From an optimization exercise on the open Yosys and OpenROAD flow, aimed at small area; shortcuts taken in it are not production practice.
In this exercise RTL edits were held to simulation tests only and were not proved equivalent to the original.
Power figures rest on the tool's default switching activity, not on a simulated workload.

<file path="flow/config.mk">
export PLATFORM = sky130hd
export DESIGN_NAME = psx_bus_ctrl
export DESIGN_NICKNAME = psx_bus_ctrl
export VERILOG_FILES = /design/flow/design.v
export SDC_FILE = /design/flow/constraint.sdc
export NUM_CORES = 4
export LEC_CHECK = 0
export CAP_MARGIN = 20
export CORE_MARGIN = 2
export CORE_UTILIZATION = 40
export SLEW_MARGIN = 20
</file>
<file path="flow/constraint.sdc">
create_clock -name core_clock -period 25.0 [get_ports {clk}]
set_input_delay 5.0000 -clock core_clock [delete_from_list [all_inputs] [get_ports {clk}]]
set_output_delay 5.0000 -clock core_clock [all_outputs]
set_load 0.01 [all_outputs]
</file>
<file path="flow/design.v">
module bus_timing (
    input  wire [8:0] md,       
    input  wire [11:0] cd,      
    input  wire [1:0] sel,
    output wire [7:0] ticks
);
    wire [3:0] access_time = md[3:0];
    wire       use_com0    = md[4];
    wire       use_com2    = md[6];
    wire       use_com3    = md[7];
    wire       bus16       = md[8];
    wire [3:0] com0 = cd[3:0];
    wire [3:0] com2 = cd[7:4];
    wire [3:0] com3 = cd[11:8];
    wire [4:0] u    = (use_com0 ? {1'b0, com0} : 5'd0) + (use_com2 ? {1'b0, com2} : 5'd0);
    wire [5:0] base = {1'b0, u} + {2'b00, access_time};
    wire       lt6 = (u < {4'd0, use_com0} + 5'd6);         
    wire [4:0] mn   = use_com3 ? {1'b0, com3} : 5'd0;
    wire [6:0] f0 = {1'b0, base} + 7'd1 + {6'd0, lt6} - {6'd0, use_com0};
    wire [6:0] s1 = {1'b0, base} + 7'd2 - {6'd0, use_com0};
    wire [6:0] fm = {2'b00, mn} + 7'd5;
    wire [6:0] sm = {2'b00, mn} + 7'd2;
    wire [6:0] f  = (f0 < fm) ? fm : f0;        
    wire [6:0] s  = (s1 < sm) ? sm : s1;        
    wire add1 = (sel == 2'd1 && !bus16) || (sel == 2'd2);
    wire add2 = (sel == 2'd2 && !bus16);
    assign ticks = {1'b0, f} + (add1 ? {1'b0, s} : 8'd0) + (add2 ? {s, 1'b0} : 8'd0);
endmodule
module psx_bus_ctrl (
    input  wire        clk,
    input  wire        rst,           
    input  wire        req_valid,
    input  wire [1:0]  req_kind,      
    input  wire        req_write,
    input  wire [1:0]  req_size,      
    input  wire [31:0] req_addr,
    input  wire [31:0] req_wdata,
    input  wire        isc,           
    output wire        resp_valid,
    output wire        resp_ok,
    output wire [2:0]  resp_exc,      
    output wire        resp_invalid,
    output wire [4:0]  resp_region,
    output wire [7:0]  resp_ticks,
    output wire [31:0] resp_rdata
);
    localparam [4:0] R_RAM = 5'd0,  R_EXP1 = 5'd1,  R_SCRATCH = 5'd2, R_MEMCTRL = 5'd3,
                     R_JOY = 5'd4,  R_SIO = 5'd5,   R_MEMCTRL2 = 5'd6, R_INTC = 5'd7,
                     R_DMA = 5'd8,  R_TIMERS = 5'd9, R_CDROM = 5'd10, R_GPU = 5'd11,
                     R_MDEC = 5'd12, R_SPU = 5'd13, R_EXP2 = 5'd14,   R_BIOS = 5'd15,
                     R_HOLE = 5'd16, R_CACHECTL = 5'd17, R_SCRATCHPAD = 5'd18,
                     R_SUPPRESSED = 5'd19;
    localparam [4:0] C_NONE = 5'd24, C_REFUSED = 5'd25,
                     C_ADEL = 5'd28, C_ADES = 5'd29, C_IBE = 5'd30, C_DBE = 5'd31;
    localparam [31:0] RST0 = 32'h1F000000, RST1 = 32'h1F802000, RST2 = 32'h0013243F,
                      RST3 = 32'h00003022, RST4 = 32'h0013243F, RST5 = 32'h200931E1,
                      RST6 = 32'h00020843, RST7 = 32'h00070777, RST8 = 32'h00031125;
    localparam [31:0] RAM_SIZE_RST = 32'h00000B88;
    function [26:0] pk(input [31:0] x);
        pk = {x[31], x[29], x[27:24], x[20:0]};
    endfunction
    function [31:0] upk(input [26:0] x);
        upk = {x[26], 1'b0, x[25], 1'b0, x[24:21], 3'b000, x[20:0]};
    endfunction
    reg [31:0] mc0, mc1;
    reg [26:0] mc2, mc3, mc4, mc5, mc6, mc7;
    reg [17:0] mc8;
    reg [31:0] ram_size_reg;
    reg [31:0] cache_control;
    wire [28:0] pa  = req_addr[28:0];
    wire [2:0]  seg = req_addr[31:29];
    wire is_virt  = (req_kind == 2'd1);
    wire is_fetch = (req_kind == 2'd2);
    wire [1:0] size  = is_fetch ? 2'd2 : req_size;
    wire       write = !is_fetch && req_write;
    wire aligned = (size == 2'd0) ||
                   (size == 2'd1 && pa[0] == 1'b0) ||
                   (size == 2'd2 && pa[1:0] == 2'b00);
    wire ok = (req_kind != 2'd3) && (size != 2'd3) && (aligned || is_virt);
    wire seg_bad    = (seg == 3'b001) || (seg == 3'b010) || (seg == 3'b011);
    wire seg_kseg2  = (seg == 3'b110) || (seg == 3'b111);
    wire seg_cached = (seg == 3'b000) || (seg == 3'b100);
    wire is_cachectl = (req_addr == 32'hFFFE0130);
    wire is_scratch  = (pa[28:10] == 19'h7E000);    
    reg [4:0] pregion;
    always @* begin
        pregion = R_HOLE;
        if (pa[28:23] == 6'd0)                               pregion = R_RAM;
        else if (pa[28:23] == 6'h3E)                         pregion = R_EXP1;
        else if (pa[28:10] == 19'h7E000)                     pregion = R_SCRATCH;
        else if (pa >= 29'h1F801000 && pa <= 29'h1F801023)   pregion = R_MEMCTRL;
        else if (pa[28:4] == 25'h1F80104)                    pregion = R_JOY;
        else if (pa[28:4] == 25'h1F80105)                    pregion = R_SIO;
        else if (pa[28:2] == 27'h7E00418)                   pregion = R_MEMCTRL2;
        else if (pa[28:3] == 26'h3F0020E)                   pregion = R_INTC;
        else if (pa[28:7] == 22'h3F0021)                     pregion = R_DMA;
        else if (pa >= 29'h1F801100 && pa <= 29'h1F80112F)   pregion = R_TIMERS;
        else if (pa[28:2] == 27'h7E00600)                   pregion = R_CDROM;
        else if (pa[28:3] == 26'h3F00302)                   pregion = R_GPU;
        else if (pa[28:3] == 26'h3F00304)                   pregion = R_MDEC;
        else if (pa[28:10] == 19'h7E007)                     pregion = R_SPU;
        else if (pa[28:13] == 16'hFC01)                      pregion = R_EXP2;
        else if (pa[28:19] == 10'h3F8)                       pregion = R_BIOS;
    end
    reg [4:0] code;
    always @* begin
        if (rst || !req_valid)
            code = C_NONE;
        else if (!ok)
            code = C_REFUSED;
        else if (is_virt) begin
            if (!aligned)
                code = write ? C_ADES : C_ADEL;
            else if (seg_bad)
                code = C_DBE;
            else if (seg_kseg2)
                code = is_cachectl ? R_CACHECTL : C_DBE;
            else if (write && isc && seg_cached)
                code = R_SUPPRESSED;
            else if (is_scratch)
                code = R_SCRATCHPAD;
            else
                code = pregion;
        end else if (is_fetch) begin
            if (seg_bad || seg_kseg2)
                code = C_IBE;
            else if (is_scratch)
                code = R_SCRATCHPAD;
            else
                code = pregion;
        end else
            code = pregion;
    end
    wire [31:0] wmask = (size == 2'd0) ? 32'h000000FF :
                        (size == 2'd1) ? 32'h0000FFFF : 32'hFFFFFFFF;
    wire [31:0] v    = req_wdata & wmask;
    wire [31:0] mc_v = v << {pa[1:0], 3'b000};
    wire mc_write = write && code == R_MEMCTRL;
    wire ms_write = write && code == R_MEMCTRL2 && pa[1:0] == 2'd0;
    wire cc_write = write && code == R_CACHECTL;
    wire [3:0] wi = pa[5:2];
    wire [31:0] wv = mc_v;
    function [31:0] ld(input [31:0] r);
        ld = rst ? r : wv;
    endfunction
    wire [8:0] mc_en;
    genvar gi;
    generate for (gi = 0; gi < 9; gi = gi + 1) begin : g_en
        assign mc_en[gi] = rst || (mc_write && wi == gi);
    end endgenerate
    wire ms_en = rst || ms_write;
    wire cc_en = rst || cc_write;
    always @(posedge clk) begin
        if (mc_en[0]) mc0 <= ld(RST0);
        if (mc_en[1]) mc1 <= ld(RST1);
        if (mc_en[2]) mc2 <= pk(ld(RST2));
        if (mc_en[3]) mc3 <= pk(ld(RST3));
        if (mc_en[4]) mc4 <= pk(ld(RST4));
        if (mc_en[5]) mc5 <= pk(ld(RST5));
        if (mc_en[6]) mc6 <= pk(ld(RST6));
        if (mc_en[7]) mc7 <= pk(ld(RST7));
        if (mc_en[8]) mc8 <= ld(RST8);
        if (ms_en) ram_size_reg  <= rst ? RAM_SIZE_RST : v;
        if (cc_en) cache_control <= rst ? 32'd0 : v;
    end
    reg [4:0] r_code;
    reg [1:0] r_sz;
    reg [5:0] r_a;
    reg       r_x21;      
    always @(posedge clk) begin
        r_code <= code;
        r_sz   <= write ? 2'd3 : size;
        r_a    <= pa[5:0];
        r_x21  <= (pa[12:0] == 13'h0021);
    end
    assign resp_valid  = (r_code != C_NONE);
    assign resp_ok     = (r_code != C_REFUSED);
    assign resp_exc    = (r_code[4:2] == 3'b111) ? r_code[2:0] : 3'd0;
    assign resp_region = r_code;
    assign resp_invalid = (r_code == R_SCRATCH) || (r_code == R_HOLE) ||
                          (r_code == R_MEMCTRL2 && r_a[1:0] != 2'd0);
    wire rd = (r_sz != 2'd3);
    wire [31:0] rmask = (r_sz == 2'd0) ? 32'h000000FF :
                        (r_sz == 2'd1) ? 32'h0000FFFF : 32'hFFFFFFFF;
    reg [26:0] md;
    always @* begin
        case (r_code)
            R_EXP1:  md = mc2;
            R_EXP2:  md = mc7;
            R_BIOS:  md = mc4;
            R_CDROM: md = mc6;
            default: md = mc5;
        endcase
    end
    wire [31:0] mdu = upk(md);
    wire [7:0]  t_ticks;
    bus_timing u_t (.md(mdu[12:4]), .cd({mc8[15:8], mc8[3:0]}), .sel(r_sz), .ticks(t_ticks));
    reg [31:0] mcr;
    always @* begin
        case (r_a[5:2])
            4'd0: mcr = mc0;
            4'd1: mcr = mc1;
            4'd2: mcr = upk(mc2);
            4'd3: mcr = upk(mc3);
            4'd4: mcr = upk(mc4);
            4'd5: mcr = upk(mc5);
            4'd6: mcr = upk(mc6);
            4'd7: mcr = upk(mc7);
            default: mcr = {14'd0, mc8};
        endcase
    end
    reg [7:0]  ticks;
    reg [31:0] rdata;
    always @* begin
        ticks = 8'd0;
        rdata = 32'd0;
        if (resp_invalid) begin
            ticks = 8'd1;
            rdata = rd ? rmask : 32'd0;
        end else if (rd) begin
            case (r_code)
                R_EXP1: begin
                    ticks = t_ticks;
                    rdata = rmask;
                end
                R_MEMCTRL: begin
                    ticks = 8'd2;
                    rdata = (mcr >> {r_a[1:0], 3'b000}) & rmask;
                end
                R_MEMCTRL2: begin
                    ticks = 8'd2;
                    rdata = ram_size_reg & rmask;
                end
                R_JOY, R_SIO, R_INTC, R_DMA, R_TIMERS, R_GPU, R_MDEC:
                    ticks = 8'd2;
                R_CDROM, R_SPU, R_BIOS:
                    ticks = t_ticks;
                R_EXP2: begin
                    ticks = t_ticks;
                    rdata = r_x21 ? 32'h0000000C : rmask;
                end
                R_CACHECTL: rdata = cache_control & rmask;
                default: ;
            endcase
        end
    end
    assign resp_ticks = ticks;
    assign resp_rdata = rdata;
endmodule
</file>
<file path="flow/run.sh">
#!/bin/bash
# synth_recipe.tcl (not shown) runs the flow's synth.tcl, then flattens the netlist and writes it again
# the make line also repeats each setting of config.mk as NAME=value (left out here)
make -C /OpenROAD-flow-scripts/flow DESIGN_CONFIG=/design/flow/config.mk WORK_HOME=/design/flow/orfs CLKGATE_MAP_FILE= SYNTH_SCRIPT=/design/flow/synth_recipe.tcl finish
</file>
==> results.json, run 1 <==
{
  "outcome": "finished clean",
  "slowest_stage": "dfxtp_1",
  "grt-ovfl-total": 0,
  "grt_max_degree": 48,
  "hold_viol_final": 0,
  "ys_seq_area_frac": 0.575,
  "core_um2": 40800,
  "hold_path.class": "in2reg",
  "cts_buffers": 35,
  "syn_nets": 1548,
  "crit_arrival_ps": 9270,
  "critPathLaunchType": "flop",
  "die_w_um": 208,
  "final_nets": 1657,
  "cts.clk_slew.worst_paths_ps": 60,
  "synthMuxAreaShare": 0.0227,
  "yosys.area_share.simple": 0.139,
  "die_y_um": 208,
  "clock.fmax_ghz": 0.0701,
  "drt_wl_total_um": 55000,
  "place_congestion": 0.913,
  "maxSlewViolCount": 0,
  "root_buffer": "clkbuf_16",
  "synth_area_um2": 16600,
  "fin_crit_sh": 0.571,
  "powerDensity_nw_per_um2": 82.0,
  "synth_top_cell_area_share": 0.558,
  "cts_max_path_buffers": 3,
  "worstPathRequired_ps": 20000,
  "grt_pass1_wl_um": 81000,
  "synth_compound_area_frac": 0.177,
  "critPathMaxFanout": 16,
  "cts_tree": "yes",
  "ys.flop_type": "edfxtp_1",
  "die-area_um2": 43100,
  "yosysUniqueCellTypes": 84,
  "relSlewSlack": 0.303,
  "rsz0062_at_grt": "false",
  "cpPeakStageDelay_ps": 650,
  "critPathBufInv": 5,
  "worst_slack_ps": 10730,
  "drt-vias-per-instance": 6.19,
  "ys_warn_count": 1,
  "utilization": 0.478,
  "peakVddDrop_v": 0.0000719,
  "area.growth.synth_to_final_pct": 17.9,
  "ys_ff_latch": 322,
  "dpl.hpwl_um": 37800,
  "first_iter_violations": 1504,
  "synth_top_family_by_area": "compound AO/OA/AOI/OAI gates",
  "place_inst": 2030,
  "holdWs_ps": 5000,
  "postCtsSetupRepairBufs": 0,
  "avgSynthCellArea_um2": 11.6,
  "ant_nets": 0,
  "via_count": 13000,
  "drv_cap": 0,
  "n_antenna_cell": 0,
  "setup_viol": 0,
  "antenna_found_initial": 0,
  "grt_usage": 0.250,
  "worst_pin_slew_ps": 1040,
  "cp_top_family": "compound AO/OA/AOI/OAI gates",
  "fin_tns_setup_ps": 0,
  "synth_edf_count": 308,
  "ys_async_sr_fraction": 0,
  "fp-row-count": 74,
  "hold_buffers": 0,
  "worstSetupPathType": "reg2out",
  "final_layout_size_suffix_gt1_frac": 0.0890,
  "synthAdderAreaFrac": 0.0408,
  "htreeDepth": 2,
  "cts_resized": 0,
  "syn_inst": 1427,
  "wire_per_inst_um": 26.3,
  "p_leak_nw": 6.93,
  "synth_xor_area_frac": 0.0106,
  "dpl_worst_slack_ps": 11330,
  "clock-sinks": 322,
  "synth_top_area_cell": "edfxtp_1",
  "dr.pass1.iters": 6,
  "stdcell_count": 2093,
  "min_period_ps": 14270,
  "grt_pass1_vias": 12500,
  "setup.worst_path.end_class": "primary output",
  "port_buffers": 123,
  "start_util": 0.406,
  "synth.area.top_cells": "edfxtp_1 56%, a22oi_1 3.5%, ha_1 2.9%",
  "io_pins": 124,
  "drc": 0
}
-- worst paths after layout --
kind | from | cells after the start | slack [ps] | to
setup / recovery | r_code[3] | 34 | 10730 | resp_ticks[7]
hold / removal | req_addr[0] | 2 | 5000 | r_a[0]
-- per-stage QoR --
stage	cell area, um^2	total power [mW]
after floorplan	16600	0.975
after global placement	18400	1.10
after detailed placement	18400	1.11
after CTS	19500	1.61
after global routing	19500	1.68
final	19500	1.60
-- layout by cell type (no fill, tap or decap), types with 9 or more instances in the layout --
cell type and count:
nor2_1 99, nand2_1 120, fa_1 10, a21o_1 16, a31oi_1 13, clkdlybuf4s50_1 121, clkbuf_16 35, and2_1 26
a22oi_1 77, nand4_1 17, ha_1 38, nor4_1 10, a222oi_1 25, edfxtp_1 308, nor2b_1 35, a21oi_1 61
a41o_1 9, inv_1 51, xnor2_1 12, o21ai_0 82, nand3_1 29, nor3_1 22, buf_4 34, or2_2 14
nand2b_1 13, a22o_1 23, dfxtp_1 14, mux2i_1 24, mux2_2 10, a221oi_1 29, and3_1 22
-- synthesized netlist by cell type, types with 25 or more instances --
master,number
edfxtp_1,308
nand2_1,120
nor2_1,99
o21ai_0,82
a22oi_1,77
a21oi_1,61
clkbuf_1,61
inv_1,51
ha_1,38
nor2b_1,35
a221oi_1,29
nand3_1,29
and2_1,26
a222oi_1,25
-- layer usage --
metal / part of all wire / GRT usage / up-vias
met1: 0.40 / 0.336 / 6445
met2: 0.49 / 0.423 / 642
met3: 0.085 / 0.0354 / 80
li1: - / - / 5784
met5: 0 / 0 / -
met4: 0.028 / 0.0697 / 0
-- where the power goes --
group	total [mW]	switching, mW	internal [mW]
combinational	0.445	0.263	0.182
clock	0.500	0.207	0.293
sequential	0.656	0.0172	0.639
-- kinds of logic (layout without fill, tap and decap cells) --
logic type	count (synthesis)	count (layout)
simple gates	452	452
compound gates	411	411
flops	322	322
buf+inv	139	273
fa+ha+maj	48	48
mux	35	35
xor+xnor	20	20
-- cell type report --
type                       instances  area [um^2]
inverter                          53          199
clock buffer                      44          920
sequential                       322         9530
multi-input combinational        966         6560
timing repair buffer             158         1490
fill                            3685        21300
tap                              532          666
clock inverter                    18          181
==> inputs of run 2 (changes only) <==
--- a/flow/design.v
+++ b/flow/design.v
@@ -150,38 +150,86 @@
     end endgenerate
     wire ms_en = rst || ms_write;
     wire cc_en = rst || cc_write;
+    function [31:0] hold(input [31:0] q, input [31:0] d, input en);
+        hold = (q & {32{~en}}) | (d & {32{en}});
+    endfunction
     always @(posedge clk) begin
-        if (mc_en[0]) mc0 <= ld(RST0);
-        if (mc_en[1]) mc1 <= ld(RST1);
-        if (mc_en[2]) mc2 <= pk(ld(RST2));
-        if (mc_en[3]) mc3 <= pk(ld(RST3));
-        if (mc_en[4]) mc4 <= pk(ld(RST4));
-        if (mc_en[5]) mc5 <= pk(ld(RST5));
-        if (mc_en[6]) mc6 <= pk(ld(RST6));
-        if (mc_en[7]) mc7 <= pk(ld(RST7));
-        if (mc_en[8]) mc8 <= ld(RST8);
-        if (ms_en) ram_size_reg  <= rst ? RAM_SIZE_RST : v;
-        if (cc_en) cache_control <= rst ? 32'd0 : v;
+        mc0 <= hold(mc0, ld(RST0), mc_en[0]);
+        mc1 <= hold(mc1, ld(RST1), mc_en[1]);
+        mc2 <= pk(hold(upk(mc2), ld(RST2), mc_en[2]));
+        mc3 <= pk(hold(upk(mc3), ld(RST3), mc_en[3]));
+        mc4 <= pk(hold(upk(mc4), ld(RST4), mc_en[4]));
+        mc5 <= pk(hold(upk(mc5), ld(RST5), mc_en[5]));
+        mc6 <= pk(hold(upk(mc6), ld(RST6), mc_en[6]));
+        mc7 <= pk(hold(upk(mc7), ld(RST7), mc_en[7]));
+        mc8 <= hold({14'd0, mc8}, ld(RST8), mc_en[8]);
+        ram_size_reg  <= hold(ram_size_reg, rst ? RAM_SIZE_RST : v, ms_en);
+        cache_control <= hold(cache_control, rst ? 32'd0 : v, cc_en);
+    end
+    localparam [3:0] S_RAMSIZE = 4'd9, S_CC = 4'd10, S_ONES = 4'd11, S_0C = 4'd12,
+                     S_ZERO = 4'd15;
+    reg [3:0] src;
+    always @* begin
+        src = S_ZERO;
+        if (!write) begin
+            case (code)
+                R_MEMCTRL:   src = wi;
+                R_MEMCTRL2:  src = (pa[1:0] == 2'd0) ? S_RAMSIZE : S_ONES;
+                R_CACHECTL:  src = S_CC;
+                R_EXP1, R_SCRATCH, R_HOLE: src = S_ONES;
+                R_EXP2:      src = (pa[12:0] == 13'h0021) ? S_0C : S_ONES;
+                default:     src = S_ZERO;
+            endcase
+        end
     end
     reg [4:0] r_code;
     reg [1:0] r_sz;
-    reg [5:0] r_a;
-    reg       r_x21;      
+    reg [1:0] r_a;
+    reg [3:0] r_src;
     always @(posedge clk) begin
         r_code <= code;
         r_sz   <= write ? 2'd3 : size;
-        r_a    <= pa[5:0];
-        r_x21  <= (pa[12:0] == 13'h0021);
+        r_a    <= pa[1:0];
+        r_src  <= src;
     end
     assign resp_valid  = (r_code != C_NONE);
     assign resp_ok     = (r_code != C_REFUSED);
     assign resp_exc    = (r_code[4:2] == 3'b111) ? r_code[2:0] : 3'd0;
     assign resp_region = r_code;
     assign resp_invalid = (r_code == R_SCRATCH) || (r_code == R_HOLE) ||
-                          (r_code == R_MEMCTRL2 && r_a[1:0] != 2'd0);
-    wire rd = (r_sz != 2'd3);
-    wire [31:0] rmask = (r_sz == 2'd0) ? 32'h000000FF :
-                        (r_sz == 2'd1) ? 32'h0000FFFF : 32'hFFFFFFFF;
+                          (r_code == R_MEMCTRL2 && r_a != 2'd0);
+    reg [31:0] w;
+    always @* begin
+        case (r_src)
+            4'd0: w = mc0;
+            4'd1: w = mc1;
+            4'd2: w = upk(mc2);
+            4'd3: w = upk(mc3);
+            4'd4: w = upk(mc4);
+            4'd5: w = upk(mc5);
+            4'd6: w = upk(mc6);
+            4'd7: w = upk(mc7);
+            4'd8: w = {14'd0, mc8};
+            S_RAMSIZE: w = ram_size_reg;
+            S_CC:      w = cache_control;
+            S_ONES:    w = 32'hFFFFFFFF;
+            S_0C:      w = 32'h0C0C0C0C;
+            default:   w = 32'd0;
+        endcase
+    end
+    reg [7:0] b0;
+    always @* begin
+        case (r_a)
+            2'd0: b0 = w[7:0];
+            2'd1: b0 = w[15:8];
+            2'd2: b0 = w[23:16];
+            default: b0 = w[31:24];
+        endcase
+    end
+    wire [7:0]  b1 = r_a[1] ? w[31:24] : w[15:8];
+    assign resp_rdata = {(r_sz == 2'd2) ? w[31:16] : 16'd0,
+                         (r_sz == 2'd1 || r_sz == 2'd2) ? b1 : 8'd0,
+                         b0};
     reg [26:0] md;
     always @* begin
         case (r_code)
@@ -195,55 +243,20 @@
     wire [31:0] mdu = upk(md);
     wire [7:0]  t_ticks;
     bus_timing u_t (.md(mdu[12:4]), .cd({mc8[15:8], mc8[3:0]}), .sel(r_sz), .ticks(t_ticks));
-    reg [31:0] mcr;
-    always @* begin
-        case (r_a[5:2])
-            4'd0: mcr = mc0;
-            4'd1: mcr = mc1;
-            4'd2: mcr = upk(mc2);
-            4'd3: mcr = upk(mc3);
-            4'd4: mcr = upk(mc4);
-            4'd5: mcr = upk(mc5);
-            4'd6: mcr = upk(mc6);
-            4'd7: mcr = upk(mc7);
-            default: mcr = {14'd0, mc8};
-        endcase
-    end
-    reg [7:0]  ticks;
-    reg [31:0] rdata;
+    reg [7:0] ticks;
     always @* begin
         ticks = 8'd0;
-        rdata = 32'd0;
-        if (resp_invalid) begin
+        if (resp_invalid)
             ticks = 8'd1;
-            rdata = rd ? rmask : 32'd0;
-        end else if (rd) begin
+        else if (r_sz != 2'd3) begin
             case (r_code)
-                R_EXP1: begin
+                R_EXP1, R_CDROM, R_SPU, R_EXP2, R_BIOS:
                     ticks = t_ticks;
-                    rdata = rmask;
-                end
-                R_MEMCTRL: begin
+                R_MEMCTRL, R_MEMCTRL2, R_JOY, R_SIO, R_INTC, R_DMA, R_TIMERS, R_GPU, R_MDEC:
                     ticks = 8'd2;
-                    rdata = (mcr >> {r_a[1:0], 3'b000}) & rmask;
-                end
-                R_MEMCTRL2: begin
-                    ticks = 8'd2;
-                    rdata = ram_size_reg & rmask;
-                end
-                R_JOY, R_SIO, R_INTC, R_DMA, R_TIMERS, R_GPU, R_MDEC:
-                    ticks = 8'd2;
-                R_CDROM, R_SPU, R_BIOS:
-                    ticks = t_ticks;
-                R_EXP2: begin
-                    ticks = t_ticks;
-                    rdata = r_x21 ? 32'h0000000C : rmask;
-                end
-                R_CACHECTL: rdata = cache_control & rmask;
                 default: ;
             endcase
         end
     end
     assign resp_ticks = ticks;
-    assign resp_rdata = rdata;
 endmodule
--- a/flow/config.mk
+++ b/flow/config.mk
@@ -7,5 +7,6 @@
 export LEC_CHECK = 0
 export CAP_MARGIN = 20
 export CORE_MARGIN = 2
-export CORE_UTILIZATION = 40
+export CORE_UTILIZATION = 60
+export CTS_BUF_LIST = sky130_fd_sc_hd__clkbuf_4
 export SLEW_MARGIN = 20
==> run 2 against run 1 <==
Effect of this change: synthesized cell count shrank 5.3%; sequential share of layout area up 1.7 points; sequential cell count down 1; hold slack lost 71 ps; non-clock buffer count fell by 10; global-route usage grew 10 points; critical path type unchanged; clock power shrank 11%; final cell count shrank 8.8%; synthesized area shrank 2.4%; critical endpoint unchanged.
==> results.json, run 2 <==
{
  "grt_usage": 0.355,
  "worstSetupPathType": "reg2out",
  "layout_commonest_cell": "edfxtp_1",
  "mostFrequentLayoutCells": "308 x edfxtp_1, 121 x clkdlybuf4s50_1, 116 x clkbuf_4",
  "cpPeakStageDelay_ps": 840,
  "relSlewSlack": 0.143,
  "dr.pass1.iters": 6,
  "rsz0062_at_grt": "false",
  "syn_inst": 1351,
  "critPathLaunchType": "flop",
  "area.growth.synth_to_final_pct": 16.4,
  "first_iter_violations": 1810,
  "synth_top_area_cell": "edfxtp_1",
  "cts_resized": 0,
  "ant_nets": 0,
  "wire_per_inst_um": 26.1,
  "min_period_ps": 14340,
  "powerDensity_nw_per_um2": 79.5,
  "drv_cap": 0,
  "place_congestion": 0.880,
  "synth_compound_area_frac": 0.159,
  "ys_async_sr_fraction": 0,
  "yosysMostFrequentCell": "edfxtp_1",
  "synth_top_cell_area_share": 0.572,
  "netlist_top_cells_count": "308 x edfxtp_1, 91 x a22oi_1, 85 x nor2_1, 80 x nand2_1, 67 x a21oi_1",
  "peakVddDrop_v": 0.0000737,
  "synth_xor_area_frac": 0.0108,
  "clock.fmax_ghz": 0.0697,
  "power_frac_clock": 0.298,
  "utilization": 0.705,
  "cts.clk_slew.worst_paths_ps": 60,
  "cts_max_path_buffers": 3,
  "synthMuxAreaShare": 0.0218,
  "yosys.area_share.simple": 0.146,
  "htreeDepth": 3,
  "yosysUniqueCellTypes": 86,
  "ys_seq_area_frac": 0.588,
  "crit_arrival_ps": 9340,
  "postCtsSetupRepairBufs": 0,
  "final_layout_size_suffix_gt1_frac": 0.128,
  "place_area_um2": 17800,
  "core_um2": 26700,
  "stdcell_count": 1908,
  "avgSynthCellArea_um2": 12.0,
  "worst_pin_slew_ps": 1290,
  "cts_buffers": 79,
  "syn_nets": 1471,
  "root_buffer": "clkbuf_4",
  "synthAdderAreaFrac": 0.0416,
  "worst_slack_ps": 10660,
  "hold_viol_final": 0,
  "ys.flop_type": "edfxtp_1",
  "dpl.hpwl_um": 31900,
  "finalPower_mw": 1.50,
  "io_pins": 124,
  "setup.worst_path.end_class": "primary output",
  "via_count": 12700,
  "seqCellArea_um2": 9510,
  "comb_power_share": 0.265,
  "grt_pass1_vias": 12400,
  "grt_max_degree": 74,
  "dpl_worst_slack_ps": 11410,
  "die-area_um2": 28300,
  "fp-row-count": 60,
  "pwr-share-seq": 0.437,
  "critPathMaxFanout": 18,
  "setup_viol": 0,
  "maxSlewViolCount": 0,
  "die_y_um": 168,
  "p_switching_mw": 0.451,
  "outcome": "finished clean",
  "drc": 0,
  "design_area_um2": 18800,
  "hold_path.class": "in2reg",
  "p_leak_nw": 6.93,
  "fin_tns_setup_ps": 0,
  "port_buffers": 123,
  "intPower_mw": 1.05,
  "clock-sinks": 321,
  "worstPathRequired_ps": 20000,
  "hold_buffers": 0,
  "synth_area_um2": 16200,
  "fin_crit_sh": 0.574,
  "multi_input_area_um2": 6210,
  "ys_warn_count": 1,
  "final_nets": 1624,
  "hold_depth": 3,
  "antenna_found_initial": 1,
  "start_util": 0.605,
  "synth_edf_count": 308,
  "synth.area.top_cells": "edfxtp_1 57%, a22oi_1 4.2%, ha_1 2.9%",
  "drt-vias-per-instance": 6.65,
  "synth_top_family_by_area": "compound AO/OA/AOI/OAI gates",
  "nFillCells": 1989,
  "slowest_stage": "dfxtp_1",
  "holdWs_ps": 4930,
  "place_inst": 1764,
  "drt_wl_total_um": 49900,
  "grt-ovfl-total": 0,
  "ys_ff_latch": 321,
  "cts_tree": "yes",
  "switching_share": 0.301,
  "die_w_um": 168,
  "grt_pass1_wl_um": 74300
}
run 2: cell count changes after synthesis, moves of 11 or more:
cell,change
nand2b_1,+18
a22oi_1,+14
and2_1,+23
nor3_1,+13
nor2_1,-14
o21ai_0,-56
a221oi_1,-11
nand2_1,-40
run 2: power groups by stage:
stage,Clock [mW],Combinational (mW),Sequential (mW)
final,0.447,0.396,0.654
after global routing,0.477,0.449,0.657
after CTS,0.449,0.397,0.654
after detailed placement,0,0.392,0.665
after global placement,0,0.388,0.664
after floorplan,0,0.296,0.657
run 2: metal layers:
metal,vias up,wire length [um],global-route usage
met5,-,0,0
met4,0,1690,0.132
met3,137,5770,0.0715
met2,841,23300,0.568
met1,6123,19100,0.485
li1,5589,-,-
run 2: kinds of logic after synthesis:
logic type	count (synthesis)
mux	34
flops	321
buf+inv	138
compound gates	352
fa+ha+maj	48
simple gates	438
xor+xnor	20
run 2: worst max-delay path, delay by kind of cell (launching register included):
kind	cells	cell delay [ps]
fa+ha+maj	7	2370
xor+xnor	5	920
mux	1	430
buf+inv	4	710
simple gates	10	2230
compound gates	8	1180
flops	1	840
run 2: path summary, 6_finish.rpt:
kind	start	endpoint	slack, ps
setup / recovery	r_code[2]	resp_ticks[7]	10660
hold / removal	req_valid	r_code[0]	4930
run 2: final cells by class:
| cell class | count | share of cell area |
|---|---|---|
| repair buffers | 148 | 0.0748 |
| flip-flops and latches | 321 | 0.505 |
| multi-input cells | 892 | 0.330 |
| diodes | 1 | 0.000133 |
| well taps | 341 | 0.0227 |
| clock buffers | 116 | 0.0462 |
| clock inverters | 27 | 0.00924 |
| inverters | 62 | 0.0124 |
==> inputs of run 3 (changes only) <==
--- a/flow/design.v
+++ b/flow/design.v
@@ -1,30 +1,64 @@
 module bus_timing (
-    input  wire [8:0] md,       
+    input  wire [8:0]  md,      
     input  wire [11:0] cd,      
-    input  wire [1:0] sel,
-    output wire [7:0] ticks
+    input  wire [1:0]  sel,
+    output wire [7:0]  ticks
 );
-    wire [3:0] access_time = md[3:0];
-    wire       use_com0    = md[4];
-    wire       use_com2    = md[6];
-    wire       use_com3    = md[7];
-    wire       bus16       = md[8];
-    wire [3:0] com0 = cd[3:0];
-    wire [3:0] com2 = cd[7:4];
-    wire [3:0] com3 = cd[11:8];
-    wire [4:0] u    = (use_com0 ? {1'b0, com0} : 5'd0) + (use_com2 ? {1'b0, com2} : 5'd0);
-    wire [5:0] base = {1'b0, u} + {2'b00, access_time};
-    wire       lt6 = (u < {4'd0, use_com0} + 5'd6);         
-    wire [4:0] mn   = use_com3 ? {1'b0, com3} : 5'd0;
-    wire [6:0] f0 = {1'b0, base} + 7'd1 + {6'd0, lt6} - {6'd0, use_com0};
-    wire [6:0] s1 = {1'b0, base} + 7'd2 - {6'd0, use_com0};
-    wire [6:0] fm = {2'b00, mn} + 7'd5;
-    wire [6:0] sm = {2'b00, mn} + 7'd2;
-    wire [6:0] f  = (f0 < fm) ? fm : f0;        
-    wire [6:0] s  = (s1 < sm) ? sm : s1;        
-    wire add1 = (sel == 2'd1 && !bus16) || (sel == 2'd2);
-    wire add2 = (sel == 2'd2 && !bus16);
-    assign ticks = {1'b0, f} + (add1 ? {1'b0, s} : 8'd0) + (add2 ? {s, 1'b0} : 8'd0);
+    function [7:0] add8(input [7:0] a, input [7:0] b, input cin);
+        integer i;
+        reg c;
+        begin
+            c = cin;
+            for (i = 0; i < 8; i = i + 1) begin
+                add8[i] = a[i] ^ b[i] ^ c;
+                c = (a[i] & b[i]) | (c & (a[i] ^ b[i]));
+            end
+        end
+    endfunction
+    function cout6(input [5:0] a, input [5:0] b, input cin);
+        integer i;
+        reg c;
+        begin
+            c = cin;
+            for (i = 0; i < 6; i = i + 1)
+                c = (a[i] & b[i]) | (c & (a[i] ^ b[i]));
+            cout6 = c;
+        end
+    endfunction
+    wire [3:0] A   = md[3:0];           
+    wire       u0  = md[4];             
+    wire       u2  = md[6];             
+    wire       u3  = md[7];             
+    wire       b16 = md[8];             
+    wire [3:0] C0 = u0 ? cd[3:0]  : 4'd0;
+    wire [3:0] C2 = u2 ? cd[7:4]  : 4'd0;
+    wire [3:0] M  = u3 ? cd[11:8] : 4'd0;
+    wire [7:0] u8  = add8({4'd0, C0}, {4'd0, C2}, 1'b0);
+    wire [4:0] u   = u8[4:0];
+    wire       le5 = !u[4] && !u[3] && !(u[2] && u[1]);
+    wire       lt6 = le5 || (u0 && u == 5'd6);
+    wire [7:0] p8  = add8({3'd0, u}, {4'd0, A}, ~u0);
+    wire [5:0] P1  = p8[5:0];
+    wire       c2  = cout6(P1, {2'b11, ~M}, 1'b0);
+    wire [5:0] m5n = ~({2'b00, M} + 6'd5);
+    wire       c6  = cout6(P1, m5n, 1'b1);
+    wire [5:0] G   = c2 ? P1 : {2'b00, M};
+    wire [5:0] H   = c6 ? P1 : {2'b00, M} + 6'd4;
+    wire       lh  = c6 ? lt6 : 1'b1;
+    wire add1 = (sel == 2'd1 && !b16) || (sel == 2'd2);
+    wire add2 = (sel == 2'd2 && !b16);       
+    wire [7:0] h8 = {2'b00, H};
+    wire [7:0] g1 = add1 ? {2'b00, G} : 8'd0;
+    wire [7:0] g2 = add2 ? {1'b0, G, 1'b0} : 8'd0;
+    wire [2:0] X  = add2 ? (c2 ? 3'd3 : 3'd6) + {2'b00, lh} :
+                    add1 ? (c2 ? 3'd1 : 3'd2) + {2'b00, lh} : {2'b00, lh};
+    wire [7:0] s1 = h8 ^ g1 ^ g2;
+    wire [7:0] k1 = (h8 & g1) | (h8 & g2) | (g1 & g2);
+    wire [7:0] c1 = {k1[6:0], 1'b0};
+    wire [7:0] x8 = {5'd0, X};
+    wire [7:0] s2 = s1 ^ c1 ^ x8;
+    wire [7:0] k2 = (s1 & c1) | (s1 & x8) | (c1 & x8);
+    assign ticks = add8(s2, {k2[6:0], 1'b0}, 1'b0);
 endmodule
 module psx_bus_ctrl (
     input  wire        clk,
--- a/flow/config.mk
+++ b/flow/config.mk
@@ -8,5 +8,7 @@
 export CAP_MARGIN = 20
 export CORE_MARGIN = 2
 export CORE_UTILIZATION = 60
-export CTS_BUF_LIST = sky130_fd_sc_hd__clkbuf_4
+export CTS_BUF_LIST = sky130_fd_sc_hd__clkbuf_8
+export CTS_CLUSTER_DIAMETER = 60
+export CTS_CLUSTER_SIZE = 16
 export SLEW_MARGIN = 20
==> run 3 against run 2 <==
Effect of this change: synthesized cell count decreased by 3.2%; critical path depth down 5; power fell by 24%; non-clock buffer count rose by 8; sequential share of layout area grew 2.3 points; count of clock-buffer cells in the layout is 88 lower; cell area down 4.4%; via count down 4.1%; sequential cell count did not move; largest power group unchanged.
==> results.json, run 3 <==
{
  "outcome": "finished clean",
  "layout_commonest_cell": "edfxtp_1",
  "ys_ff_latch": 321,
  "ys.flop_type": "edfxtp_1",
  "grt_usage": 0.354,
  "synth_edf_count": 308,
  "grt_pass1_vias": 12000,
  "fin_tns_setup_ps": 0,
  "design_area_um2": 18000,
  "syn_inst": 1308,
  "power_frac_clock": 0.236,
  "first_iter_violations": 1768,
  "p_leak_nw": 6.39,
  "clock.fmax_ghz": 0.0656,
  "rsz0062_at_grt": "false",
  "p_switching_mw": 0.319,
  "cts_resized": 0,
  "hold_buffers": 0,
  "synth.area.top_cells": "edfxtp_1 59%, a22oi_1 4.0%, nand2_1 2.8%",
  "final_nets": 1535,
  "min_period_ps": 15250,
  "antenna_found_initial": 1,
  "cts_buffers": 24,
  "critPathMaxFanout": 18,
  "drc": 0,
  "grt_max_degree": 52,
  "fin_crit_sh": 0.610,
  "core_um2": 26000,
  "dpl.hpwl_um": 32200,
  "netlist_top_cells_count": "308 x edfxtp_1, 117 x nand2_1, 111 x nor2_1, 85 x a22oi_1, 59 x a21oi_1",
  "fp-row-count": 59,
  "wire_per_inst_um": 27.9,
  "place_inst": 1726,
  "drv_cap": 0,
  "hold_path.class": "in2reg",
  "ys_seq_area_frac": 0.602,
  "crit_arrival_ps": 10250,
  "die_w_um": 166,
  "yosysUniqueCellTypes": 90,
  "place_congestion": 0.905,
  "critPathLaunchType": "flop",
  "grt_pass1_wl_um": 73800,
  "postCtsSetupRepairBufs": 0,
  "maxSlewViolCount": 0,
  "synth_top_cell_area_share": 0.586,
  "die_y_um": 166,
  "comb_power_share": 0.193,
  "final_layout_size_suffix_gt1_frac": 0.0829,
  "cts_max_path_buffers": 3,
  "syn_nets": 1425,
  "worst_pin_slew_ps": 1170,
  "setup_viol": 0,
  "slowest_stage": "dfxtp_1",
  "drt-vias-per-instance": 6.87,
  "ys_warn_count": 2,
  "worstPathRequired_ps": 20000,
  "nFillCells": 1911,
  "yosysMostFrequentCell": "edfxtp_1",
  "ant_nets": 0,
  "intPower_mw": 0.825,
  "stdcell_count": 1772,
  "place_area_um2": 17500,
  "port_buffers": 123,
  "drt_wl_total_um": 49400,
  "avgSynthCellArea_um2": 12.1,
  "synth_top_area_cell": "edfxtp_1",
  "setup.worst_path.end_class": "primary output",
  "start_util": 0.608,
  "pwr-share-seq": 0.572,
  "cts_tree": "yes",
  "cts.clk_slew.worst_paths_ps": 100,
  "relSlewSlack": 0.221,
  "die-area_um2": 27600,
  "hold_viol_final": 0,
  "cpPeakStageDelay_ps": 880,
  "synth_area_um2": 15800,
  "cp_common_cell": "fa_1",
  "clock-sinks": 321,
  "grt-ovfl-total": 0,
  "powerDensity_nw_per_um2": 63.5,
  "worstSetupPathType": "reg2out",
  "peakVddDrop_v": 0.0000701,
  "via_count": 12200,
  "finalPower_mw": 1.14,
  "dr.pass1.iters": 5,
  "switching_share": 0.279,
  "area.growth.synth_to_final_pct": 13.9,
  "htreeDepth": 1,
  "io_pins": 124,
  "mostFrequentLayoutCells": "308 x edfxtp_1, 122 x clkdlybuf4s50_1, 117 x nand2_1",
  "utilization": 0.693,
  "root_buffer": "clkbuf_8",
  "ys_async_sr_fraction": 0
}
[run 3: cell types whose count changed after synthesis, moves of 9 or more]
cell	previous run	this run
xnor2_1	15	3
a21o_1	22	5
inv_1	60	40
fa_1	10	19
nor2_1	85	111
nor3b_1	1	14
ha_1	37	25
nand2b_1	31	10
nand2_1	80	117
nor3_1	36	22
[run 3: logic make-up (layout without fill, tap and decap cells)]
group                    after synthesis  in the layout  synth area share
flip-flops                           321            321             0.602
XOR/XNOR                               4              4           0.00222
multiplexers                          24             24            0.0154
buffers and inverters                113            241            0.0283
AO/OA/AOI/OAI                        322            322             0.150
AND/OR/NAND/NOR                      479            479             0.158
other                                  0              1                 0
adder cells (fa/ha/maj)               45             45            0.0445
[run 3: power groups by stage]
stage | Clock (mW) | Sequential [mW] | Combinational (mW)
final | 0.270 | 0.654 | 0.220
after global routing | 0.287 | 0.657 | 0.247
after CTS | 0.267 | 0.653 | 0.219
after detailed placement | 0 | 0.666 | 0.217
after global placement | 0 | 0.664 | 0.213
after floorplan | 0 | 0.658 | 0.138
[run 3: layer usage]
layer / routed length, um / track usage / share of wire
met1: 18500 / 0.493 / 0.37
met2: 22800 / 0.572 / 0.46
met3: 6020 / 0.0570 / 0.12
met4: 2060 / 0.127 / 0.042
met5: 0 / 0 / 0
[run 3: critical path: cells and delay by family (launching register included)]
family	cells	cell delay (ps)
buf+inv	4	670
flops	1	880
simple gates	5	1010
mux	1	100
fa+ha+maj	15	5510
xor+xnor	1	150
compound gates	4	1350
[run 3: worst paths after layout]
path | to | slack, ps | startpoint | cells past startpoint
min | r_a[0] | 5000 | req_addr[0] | 2
max | resp_ticks[7] | 9750 | r_code[2] | 30
[run 3: layout make-up]
type,count,area [um^2],share of cell area
Antenna cell,1,2.50,0.000139
Timing Repair Buffer,156,1470,0.0819
Inverter,41,154,0.00855
Multi-Input combinational cell,874,5990,0.333
Clock inverter,16,65.1,0.00362
Clock buffer,28,385,0.0214
Sequential cell,321,9510,0.528
Tap cell,335,419,0.0233
[run 3: stage by stage]
stage / hold WS [ps] / worst slack, ps
after global routing: 5000 / 9290
final: 5000 / 9750
after detailed placement: 5580 / 10340
after CTS: 4970 / 9760
after global placement: 5570 / 10660
after floorplan: 5030 / 11670

## what the ideal ports hide
The flow's constraints put no driver on any port. The routed layouts listed below were extracted and timed again, unchanged, in two steps. Step 1 (the two cells are an assumption about what drives the block):
set clk [get_ports {clk}]
set_driving_cell -lib_cell sky130_fd_sc_hd__clkbuf_16 $clk
set_driving_cell -lib_cell sky130_fd_sc_hd__buf_2 [delete_from_list [all_inputs] $clk]
Step 2 also shifts input and output timing later by t, the mid clock arrival at the registers, as if the neighbouring blocks saw the same clock. Slacks: no drivers / after step 1 / after step 2; pairs: no drivers / after step 1.
run | t (ns) | setup WS [ns] | worst slew at a driven data input, ns
run 1 | 0.568 | 10.732 / 10.679 / 11.247 | 0.07
run 2 | 0.738 | 10.657 / 10.610 / 11.348 | 0.04
run 3 | 0.611 | 9.751 / 9.707 / 10.318 | 0.04
After both steps setup and hold are still met in every run listed.
